Source: an optimization exercise on an open RTL-to-GDS flow (aim: small area and a short achievable clock period). Production flows keep margins and buffers that such runs may drop. RTL that was checked went through simulation tests only; none was proved equivalent to the original. Power and IR drop assume default switching activity.

Design cia402_fsm, start of the top module:
module cia402_fsm (
  input  wire         clk,
  input  wire         rst,
  input  wire         start,
  input  wire         operational,
  input  wire         stop_req,
  input  wire [31:0]  cfg_target_vel,
  input  wire [7:0]   cfg_mode,
  input  wire [15:0]  cfg_max_torque,
  output wire         ex_req,
  input  wire         ex_valid,
  input  wire         ex_resp_fresh,
  input  wire [127:0] ex_in,
  input  wire [15:0]  ex_wkc,
  output wire [127:0] ex_out,
  output wire [2:0]   phase,
  output wire         exit_code,
  output wire [2:0]   dstate,
  output wire [32:0]  delta,
  output wire         delta_valid,
  output wire         moving,
  output wire         enable_evt,
  output wire [31:0]  enable_pos,
  output wire         report_valid,
  output wire [63:0]  report_cycle,
  output wire [15:0]  report_status,
  output wire [15:0]  report_control,
  output wire [31:0]  report_position,
  output wire [32:0]  report_delta,
  output wire [35:0]  report_rpm,
  output wire [31:0]  report_velocity,
  output wire [7:0]   report_mode,
  output wire [15:0]  report_wkc
);
  localparam [2:0] PH_IDLE   = 3'd0;
  localparam [2:0] PH_RUN    = 3'd1;
  localparam [2:0] PH_DRAIN  = 3'd2;
  localparam [2:0] PH_HALTED = 3'd3;
  localparam [2:0] PH_FAILED = 3'd4;
  reg [2:0]   phase_q;
  reg         run_flag;
  reg         ex_req_q;        
  reg         run_act_q;       
  reg         drain_q;         
  reg [63:0]  cnt;             
  reg [6:0]   c125;            
  reg [31:0]  start_pos;
  reg         motor_enabled;
  reg [15:0]  wkc;
  reg         cw7, cw3, cw21, cw0;    
  reg         tv_on;           
  reg         cfg_on;          
  reg [31:0]  out_tv;
  reg [15:0]  out_mt;
  reg [7:0]   out_mode;
  reg [15:0]  in_sw;           
  ...
Settings: LEC_CHECK=0, CAP_MARGIN=20, CORE_MARGIN=2, CORE_UTILIZATION=40, PLACE_DENSITY=0.75, SETUP_SLACK_MARGIN=5, SLEW_MARGIN=20, SYNTH_HIERARCHICAL=1, SYNTH_MINIMUM_KEEP_SIZE=0; clock period 8.0 ns.
standard.sh (not shown) runs the stock make flow with config.mk's settings and CLKGATE_MAP_FILE= SYNTH_SCRIPT=/design/flow/synth_recipe.tcl, a recipe that flattens the netlist after the stock synthesis.
==> flow/flow/run.sh <==
#!/bin/bash
# The standard layout (standard.sh: the standard flow's synthesis, floorplan, place, CTS, route), with the
# port buffers that placement inserts on every input and output made from the small
# sky130_fd_sc_hd__buf_1 instead of the default pick; repair may still resize them.
set -euo pipefail
bash standard.sh 'BUFFER_PORTS_ARGS=-buffer_cell sky130_fd_sc_hd__buf_1' finish > standard_flow.log 2>&1
The starting point ran to the end with no violations.
==> next run, changes <==
--- a/flow/config.mk
+++ b/flow/config.mk
@@ -11 +11 @@
-export PLACE_DENSITY = 0.75
+export CTS_BUF_LIST = sky130_fd_sc_hd__clkbuf_8
Outcome:
- total power shrinks by 7.3%
- routed wire length grows by 2.0%
- hold slack stays flat
- die area does not change
- sequential share of layout area grows by 0.49 points
- global-route usage grows by 0.34 points
- core utilization shrinks by 0.75 points
==> next run, changes <==
--- a/flow/config.mk
+++ b/flow/config.mk
@@ -11 +10,0 @@
-export CTS_BUF_LIST = sky130_fd_sc_hd__clkbuf_8
- worst hold slack hardly moves
- clock-buffer cell count falls by 17
- utilization rises by 0.47 points
- sequential power hardly moves
- via count falls by about 0.8%

---

## willow
Another version of the RTL of cia402_fsm (not shown whole).
For scale: roughly 670 I/O pins, ~19000 um^2 of cells after synthesis.
clock: 8.0 ns
lec_check: 0
cap_margin: 20
core_margin: 2
core_utilization: 40
setup_slack_margin: 5
slew_margin: 20
synth_hierarchical: 1
synth_minimum_keep_size: 0
Scripts as last shown in full above: flow/flow/run.sh
Looking at the reports, willow completed the entire flow and the layout it produced met the timing, design-rule and antenna checks.
Inputs modified between willow and juniper:
- clearing SETUP_SLACK_MARGIN, which used to be 5
==> flow/flow/run.sh <==
#!/bin/bash
# The standard layout (standard.sh: the standard flow's synthesis, floorplan, place, CTS, route), with
# - the port buffers that placement inserts on every input and output made from the small
#   sky130_fd_sc_hd__buf_1 instead of the default pick (repair may still resize them);
set -euo pipefail
bash standard.sh 'BUFFER_PORTS_ARGS=-buffer_cell sky130_fd_sc_hd__buf_1' SETUP_SLACK_MARGIN=5.4 finish > standard_flow.log 2>&1
Notes after the runs:
Total of cells resized after clock tree synthesis (juniper vs. willow) increases by more than 100%
Looking at total power across willow and juniper, the one that comes out lower is willow.
juniper against willow: buffering overhead climbed 13 points; post-route clock period utilization decreased 0.54 points; non-clock buffer count shows an increase of 165.
Input-level comparison between indigo and juniper:
- putting SETUP_SLACK_MARGIN at 5 where nothing was set
- swapping 40 for 44 in CORE_UTILIZATION
==> flow/flow/run.sh <==
#!/bin/bash
# The standard layout (standard.sh: the standard flow's synthesis, floorplan, place, CTS, route), with the
# port buffers that placement inserts on every input and output made from the small
# sky130_fd_sc_hd__buf_1 instead of the default pick; repair may still resize them.
set -euo pipefail
bash standard.sh 'BUFFER_PORTS_ARGS=-buffer_cell sky130_fd_sc_hd__buf_1' finish > standard_flow.log 2>&1
indigo drops fewer vias than juniper. juniper -> indigo: final cell count decreased by a few percent. The number of buffers added by the clock tree synthesis step of indigo falls short of that of juniper by about 5%. The sequential power was comparable across indigo and juniper. | HPWL after detailed placement | indigo vs juniper | ≈ equal |. Per the comparison of indigo with juniper, die outline area fell by 8.9%, transition time at the pin with the least slew margin went down 0.040 ns.

---

Setup of the previous run:
Another version of the RTL of cia402_fsm (not shown whole).
Size: about 2700 cells after synthesis, roughly 670 I/O pins, ~21000 um^2 of cells after synthesis.
==> flow/config.mk <==
export PLATFORM = sky130hd
export DESIGN_NAME = cia402_fsm
export DESIGN_NICKNAME = cia402_fsm
export VERILOG_FILES = /design/flow/design.v
export SDC_FILE = /design/flow/constraint.sdc
export NUM_CORES = 4
export LEC_CHECK = 0
export CAP_MARGIN = 20
export CORE_MARGIN = 2
export CORE_UTILIZATION = 40
export CTS_BUF_LIST = sky130_fd_sc_hd__clkbuf_4
export SETUP_SLACK_MARGIN = 5
export SLEW_MARGIN = 20
export SYNTH_HIERARCHICAL = 1
export SYNTH_MINIMUM_KEEP_SIZE = 0
==> flow/constraint.sdc <==
create_clock -name core_clock -period 8.0 [get_ports {clk}]
set_input_delay 1.6000 -clock core_clock [delete_from_list [all_inputs] [get_ports {clk}]]
set_output_delay 1.6000 -clock core_clock [all_outputs]
set_load 0.01 [all_outputs]
==> flow/flow/run.sh <==
#!/bin/bash
# The standard layout (standard.sh: the standard flow's synthesis, floorplan, place, CTS, route), with the
# port buffers that placement inserts on every input and output made from the small
# sky130_fd_sc_hd__buf_1 instead of the default pick; repair may still resize them.
set -euo pipefail
bash standard.sh 'BUFFER_PORTS_ARGS=-buffer_cell sky130_fd_sc_hd__buf_1' finish > standard_flow.log 2>&1
The previous run went all the way through synthesis, placement and routing and the layout is clean on timing, DRC and antenna.
Setup changes, the previous run to the current run
# the previous run
export LEC_CHECK = 0
export CAP_MARGIN = 20
export CORE_MARGIN = 2
export CORE_UTILIZATION = 40
export CTS_BUF_LIST = sky130_fd_sc_hd__clkbuf_4
export SETUP_SLACK_MARGIN = 5
export SLEW_MARGIN = 20
export SYNTH_HIERARCHICAL = 1
export SYNTH_MINIMUM_KEEP_SIZE = 0
create_clock -name core_clock -period 8.0 [get_ports {clk}]
# the current run
export LEC_CHECK = 0
export CAP_MARGIN = 20
export CORE_MARGIN = 2
export CORE_UTILIZATION = 40
export CTS_BUF_LIST = sky130_fd_sc_hd__clkbuf_8
export SETUP_SLACK_MARGIN = 5
export SLEW_MARGIN = 20
export SYNTH_HIERARCHICAL = 1
export SYNTH_MINIMUM_KEEP_SIZE = 0
create_clock -name core_clock -period 8.0 [get_ports {clk}]
[summary]
The current run reports a lower routed wire length than the previous run does. Looking at standard cell with the maximum stage delay on the critical path, the dfxtp_4 result is from the previous run; the nor4_4 one comes from the current run. Row global-route usage: the current run lower / the previous run higher. Between the previous run and the current run, the flow reports detailed-route via count decreasing by a few percent. Peak supply drop (the current run vs. the previous run) decreases by more than a quarter. In the tables for the current run and the previous run, clock latency on the worst-skew pair reads lower with the current run. Comparing the previous run with the current run, the tightest hold margin came out essentially unchanged.

---

Another version of the RTL of cia402_fsm (not shown whole).
For scale: ~2600 cells after synthesis, roughly 21000 um2 of cells after synthesis.
export LEC_CHECK = 0
export CAP_MARGIN = 20
export CORE_MARGIN = 2
export CORE_UTILIZATION = 65
export SETUP_SLACK_MARGIN = 5
export SLEW_MARGIN = 20
export SYNTH_HIERARCHICAL = 1
export SYNTH_MINIMUM_KEEP_SIZE = 0
create_clock -name core_clock -period 8.0 [get_ports {clk}]
Scripts as last shown in full above: flow/flow/run.sh
The first run aborted during I/O pin placement.
Edit:
--- a/flow/config.mk
+++ b/flow/config.mk
@@ -10 +10 @@
-export CORE_UTILIZATION = 65
+export CORE_UTILIZATION = 40
- With this change the flow produced a clean layout
- synthesized cell count does not change
- synthesized area does not change
No functional check of the RTL was part of any run of this note.

---

Another version of the RTL of cia402_fsm (not shown whole).
Size: about 2000 cells after synthesis, roughly 350 flip-flops, roughly 670 I/O pins.
make LEC_CHECK=0 CAP_MARGIN=20 CORE_MARGIN=2 CORE_UTILIZATION=40 SLEW_MARGIN=20 finish   # period 8.0 ns
run.sh (not shown) runs the stock make flow with config.mk's settings and CLKGATE_MAP_FILE= SYNTH_SCRIPT=/design/flow/synth_recipe.tcl, a recipe that flattens the netlist after the stock synthesis.
Stock flow here: none of the scripts above is used.
Next try:
==> flow/flow/run.sh (new file) <==
#!/bin/bash
# The standard layout (standard.sh: the standard flow's synthesis, floorplan, place, CTS, route), with the
# port buffers that placement inserts on every input and output made from the small
# sky130_fd_sc_hd__buf_1 instead of the default pick; repair may still resize them.
set -euo pipefail
bash standard.sh 'BUFFER_PORTS_ARGS=-buffer_cell sky130_fd_sc_hd__buf_1' finish > standard_flow.log 2>&1
==> flow/standard.sh (new file) <==
#!/bin/bash
# synth_recipe.tcl (not shown) runs the flow's synth.tcl, then flattens the netlist and writes it again
# the make line also repeats each setting of config.mk as NAME=value (left out here)
make -C /OpenROAD-flow-scripts/flow DESIGN_CONFIG=/design/flow/config.mk WORK_HOME=/design/flow/orfs CLKGATE_MAP_FILE= SYNTH_SCRIPT=/design/flow/synth_recipe.tcl "${@:-finish}"
- SETUP_SLACK_MARGIN: default -> 5
removed: flow/run.sh
=>
- power shrinks by 3.4%
- utilization is higher by 0.19 points
- global-route usage went up by 1.2 points
- sequential cell count does not change
- final area rises by 0.34%
- clock power is lower by 14%
Next try:
==> flow/run.sh (new file) <==
#!/bin/bash
# synth_recipe.tcl (not shown) runs the flow's synth.tcl, then flattens the netlist and writes it again
# the make line also repeats each setting of config.mk as NAME=value (left out here)
make -C /OpenROAD-flow-scripts/flow DESIGN_CONFIG=/design/flow/config.mk WORK_HOME=/design/flow/orfs CLKGATE_MAP_FILE= SYNTH_SCRIPT=/design/flow/synth_recipe.tcl finish
removed: flow/flow/run.sh
removed: flow/standard.sh
Effect: Wire length went up by 13%. Synthesized area does not change. Non-clock buffer count rose by 57. Worst setup slack got worse by 30 ps.
Function was not checked in any run of this note: the RTL went through the layout flow alone.

---

Another version of the RTL of cia402_fsm (not shown whole).
Size: roughly 670 I/O pins, ~21000 µm² of cells after synthesis.
Design cia402_fsm, start of the top module:
module cia402_fsm (
  input  wire         clk,
  input  wire         rst,
  input  wire         start,
  input  wire         operational,
  input  wire         stop_req,
  input  wire [31:0]  cfg_target_vel,
  input  wire [7:0]   cfg_mode,
  input  wire [15:0]  cfg_max_torque,
  output wire         ex_req,
  input  wire         ex_valid,
  input  wire         ex_resp_fresh,
  input  wire [127:0] ex_in,
  input  wire [15:0]  ex_wkc,
  output wire [127:0] ex_out,
  output wire [2:0]   phase,
  output wire         exit_code,
  output wire [2:0]   dstate,
  output wire [32:0]  delta,
  output wire         delta_valid,
  output wire         moving,
  output wire         enable_evt,
  output wire [31:0]  enable_pos,
  output wire         report_valid,
  output wire [63:0]  report_cycle,
  output wire [15:0]  report_status,
  output wire [15:0]  report_control,
  output wire [31:0]  report_position,
  output wire [32:0]  report_delta,
  output wire [35:0]  report_rpm,
  output wire [31:0]  report_velocity,
  output wire [7:0]   report_mode,
  output wire [15:0]  report_wkc
);
==> flow/config.mk <==
export PLATFORM = sky130hd
export DESIGN_NAME = cia402_fsm
export DESIGN_NICKNAME = cia402_fsm
export VERILOG_FILES = /design/flow/design.v
export SDC_FILE = /design/flow/constraint.sdc
export NUM_CORES = 4
export LEC_CHECK = 0
export CAP_MARGIN = 20
export CORE_MARGIN = 2
export CORE_UTILIZATION = 40
export CTS_BUF_LIST = sky130_fd_sc_hd__clkbuf_8
export SETUP_SLACK_MARGIN = 4.6
export SLEW_MARGIN = 20
export SYNTH_HIERARCHICAL = 1
export SYNTH_MINIMUM_KEEP_SIZE = 0
==> flow/constraint.sdc <==
create_clock -name core_clock -period 8.0 [get_ports {clk}]
set_input_delay 1.6000 -clock core_clock [delete_from_list [all_inputs] [get_ports {clk}]]
set_output_delay 1.6000 -clock core_clock [all_outputs]
set_load 0.01 [all_outputs]
standard.sh (not shown) runs the stock make flow with config.mk's settings and CLKGATE_MAP_FILE= SYNTH_SCRIPT=/design/flow/synth_recipe.tcl, a recipe that flattens the netlist after the stock synthesis.
==> flow/flow/run.sh <==
#!/bin/bash
# The standard layout (standard.sh: the standard flow's synthesis, floorplan, place, CTS, route), with the
# port buffers that placement inserts on every input and output made from the small
# sky130_fd_sc_hd__buf_1 instead of the default pick; repair may still resize them.
set -euo pipefail
bash standard.sh 'BUFFER_PORTS_ARGS=-buffer_cell sky130_fd_sc_hd__buf_1' finish > standard_flow.log 2>&1
The first run completed with no timing, DRC or antenna violations.
Edit:
Settings changed: CTS_BUF_LIST sky130_fd_sc_hd__clkbuf_8 to default, SETUP_SLACK_MARGIN 4.6 to 5.
Effect: Setup slack gets better by 0.26 ns; global-route usage grows by 0.72 points; synthesized cell count is unchanged; utilization grows by 1.8 points.
Edit:
Settings changed: CTS_BUF_LIST from default to sky130_fd_sc_hd__clkbuf_8.
What happened: Hold slack is about the same; utilization drops by 0.25 points; power climbs by 1.0%; routed wire length drops by 0.41%; worst setup slack improved by 0.053 ns; final cell count climbs by about 1.1%.
No functional check of the RTL was part of any run of this note.

---

Setup of run 4:
cia402_fsm, a different RTL version from the one above (not shown whole).
Size: ~4000 cells after synthesis, roughly 670 I/O pins.
Design cia402_fsm, start of the top module:
module cia402_fsm (
  input  wire         clk,
  input  wire         rst,
  input  wire         start,
  input  wire         operational,
  input  wire         stop_req,
  input  wire [31:0]  cfg_target_vel,
  input  wire [7:0]   cfg_mode,
  input  wire [15:0]  cfg_max_torque,
  output wire         ex_req,
  input  wire         ex_valid,
  input  wire         ex_resp_fresh,
  input  wire [127:0] ex_in,
  input  wire [15:0]  ex_wkc,
  output wire [127:0] ex_out,
  output wire [2:0]   phase,
  output wire         exit_code,
  output wire [2:0]   dstate,
  output wire [32:0]  delta,
  output wire         delta_valid,
  output wire         moving,
  output wire         enable_evt,
  output wire [31:0]  enable_pos,
  output wire         report_valid,
  output wire [63:0]  report_cycle,
  output wire [15:0]  report_status,
  output wire [15:0]  report_control,
  output wire [31:0]  report_position,
  output wire [32:0]  report_delta,
  output wire [35:0]  report_rpm,
  output wire [31:0]  report_velocity,
  output wire [7:0]   report_mode,
  output wire [15:0]  report_wkc
);
==> flow/config.mk <==
export PLATFORM = sky130hd
export DESIGN_NAME = cia402_fsm
export DESIGN_NICKNAME = cia402_fsm
export VERILOG_FILES = /design/flow/design.v
export SDC_FILE = /design/flow/constraint.sdc
export NUM_CORES = 4
export LEC_CHECK = 0
export ABC_AREA = 1
export CAP_MARGIN = 20
export CORE_MARGIN = 2
export CORE_UTILIZATION = 40
export SETUP_SLACK_MARGIN = 5
export SLEW_MARGIN = 20
export SYNTH_HIERARCHICAL = 1
export SYNTH_MINIMUM_KEEP_SIZE = 0
==> flow/constraint.sdc <==
create_clock -name core_clock -period 8.0 [get_ports {clk}]
set_input_delay 1.6000 -clock core_clock [delete_from_list [all_inputs] [get_ports {clk}]]
set_output_delay 1.6000 -clock core_clock [all_outputs]
set_load 0.01 [all_outputs]
Scripts as last shown in full above: flow/flow/run.sh
> inputs changed (run 4 -> run 5)
Settings: ABC_AREA no longer set, was 1.
--- outcome ---
- Per the comparison of run 5 with run 4, switching power as a share of total power decreased 1.5 points; pre-CTS worst setup slack increased by 0.052 ns relative to the old numbers.
- In run 5, the number of buffers and inverters on the critical path came out 2 below the value in run 4.
- In terms of worst hold path cell count, run 5 and run 4 differ only marginally.
- Worst-path cell with the longest stage delay: o32a_1 -> run 5, buf_1 -> run 4
- Delta (run 5 minus run 4): final cell area excluding filler cells dropped 3100 µm², signal arrival time at the worst endpoint higher, detailed-route wire length decreased by 10% relative to the old numbers.
No functional check of the RTL was part of any run of this note.

port drivers added, routing unchanged:
No port has a modelled driver above. Below, the same layouts with a new extraction and two added sets of constraints.
Step 1: set_driving_cell puts a clkbuf_16 on clk and a buf_2 on each other input, an assumption about the parent block.
Step 2, shift: input delay + t, output delay - t, t = (earliest + latest rising clock arrival at the registers) / 2. This alone moves slack from input paths to output paths.
a / b / c = no drivers / after step 1 / after step 2; a / b = the first two.
| run | t, ns | setup slack, ns | clock arrival spread, ns | cell pins on the clock port's net |
|---|---|---|---|---|
| the first run of note 1 | 0.615 | 5.030 / 5.029 / 4.431 | 0.028 / 0.027 | 1 |
| the second run of note 1 | 0.720 | 5.012 / 4.980 / 4.318 | 0.030 / 0.031 | 1 |
| the third run of note 1 | 0.634 | 5.038 / 4.986 / 4.421 | 0.016 / 0.016 | 1 |
| willow | 0.629 | 5.005 / 5.001 / 4.372 | 0.016 / 0.016 | 1 |
| juniper | 0.623 | 5.048 / 5.056 / 4.432 | 0.025 / 0.025 | 1 |
| indigo | 0.611 | 5.025 / 5.033 / 4.422 | 0.014 / 0.014 | 1 |
| the previous run | 0.887 | 4.976 / 4.916 / 4.123 | 0.078 / 0.077 | 1 |
| the current run | 0.737 | 5.013 / 5.005 / 4.304 | 0.040 / 0.040 | 1 |
| the second run of note 4 | 0.624 | 4.881 / 4.883 / 4.259 | 0.018 / 0.018 | 1 |
| the first run of note 5 | 0.613 | 3.104 / 3.090 / 2.478 | 0.014 / 0.015 | 1 |
| the second run of note 5 | 0.603 | 3.924 / 3.908 / 3.305 | 0.018 / 0.018 | 1 |
| the third run of note 5 | 0.616 | 3.894 / 3.829 / 3.213 | 0.015 / 0.014 | 1 |
| the first run of note 6 | 0.690 | 4.694 / 4.729 / 4.039 | 0.033 / 0.034 | 1 |
| the second run of note 6 | 0.613 | 4.955 / 4.934 / 4.322 | 0.022 / 0.021 | 1 |
| the third run of note 6 | 0.661 | 5.008 / 4.996 / 4.335 | 0.039 / 0.039 | 1 |
| run 4 | 0.643 | 4.987 / 4.994 / 4.378 | 0.026 / 0.026 | 1 |
| run 5 | 0.620 | 4.858 / 4.851 / 4.231 | 0.017 / 0.016 | 1 |
After both steps setup and hold are still met in every run listed. For the previous run, which loses most, drivers alone change the setup slack by -0.060 ns; drivers and shift together by -0.853 ns.
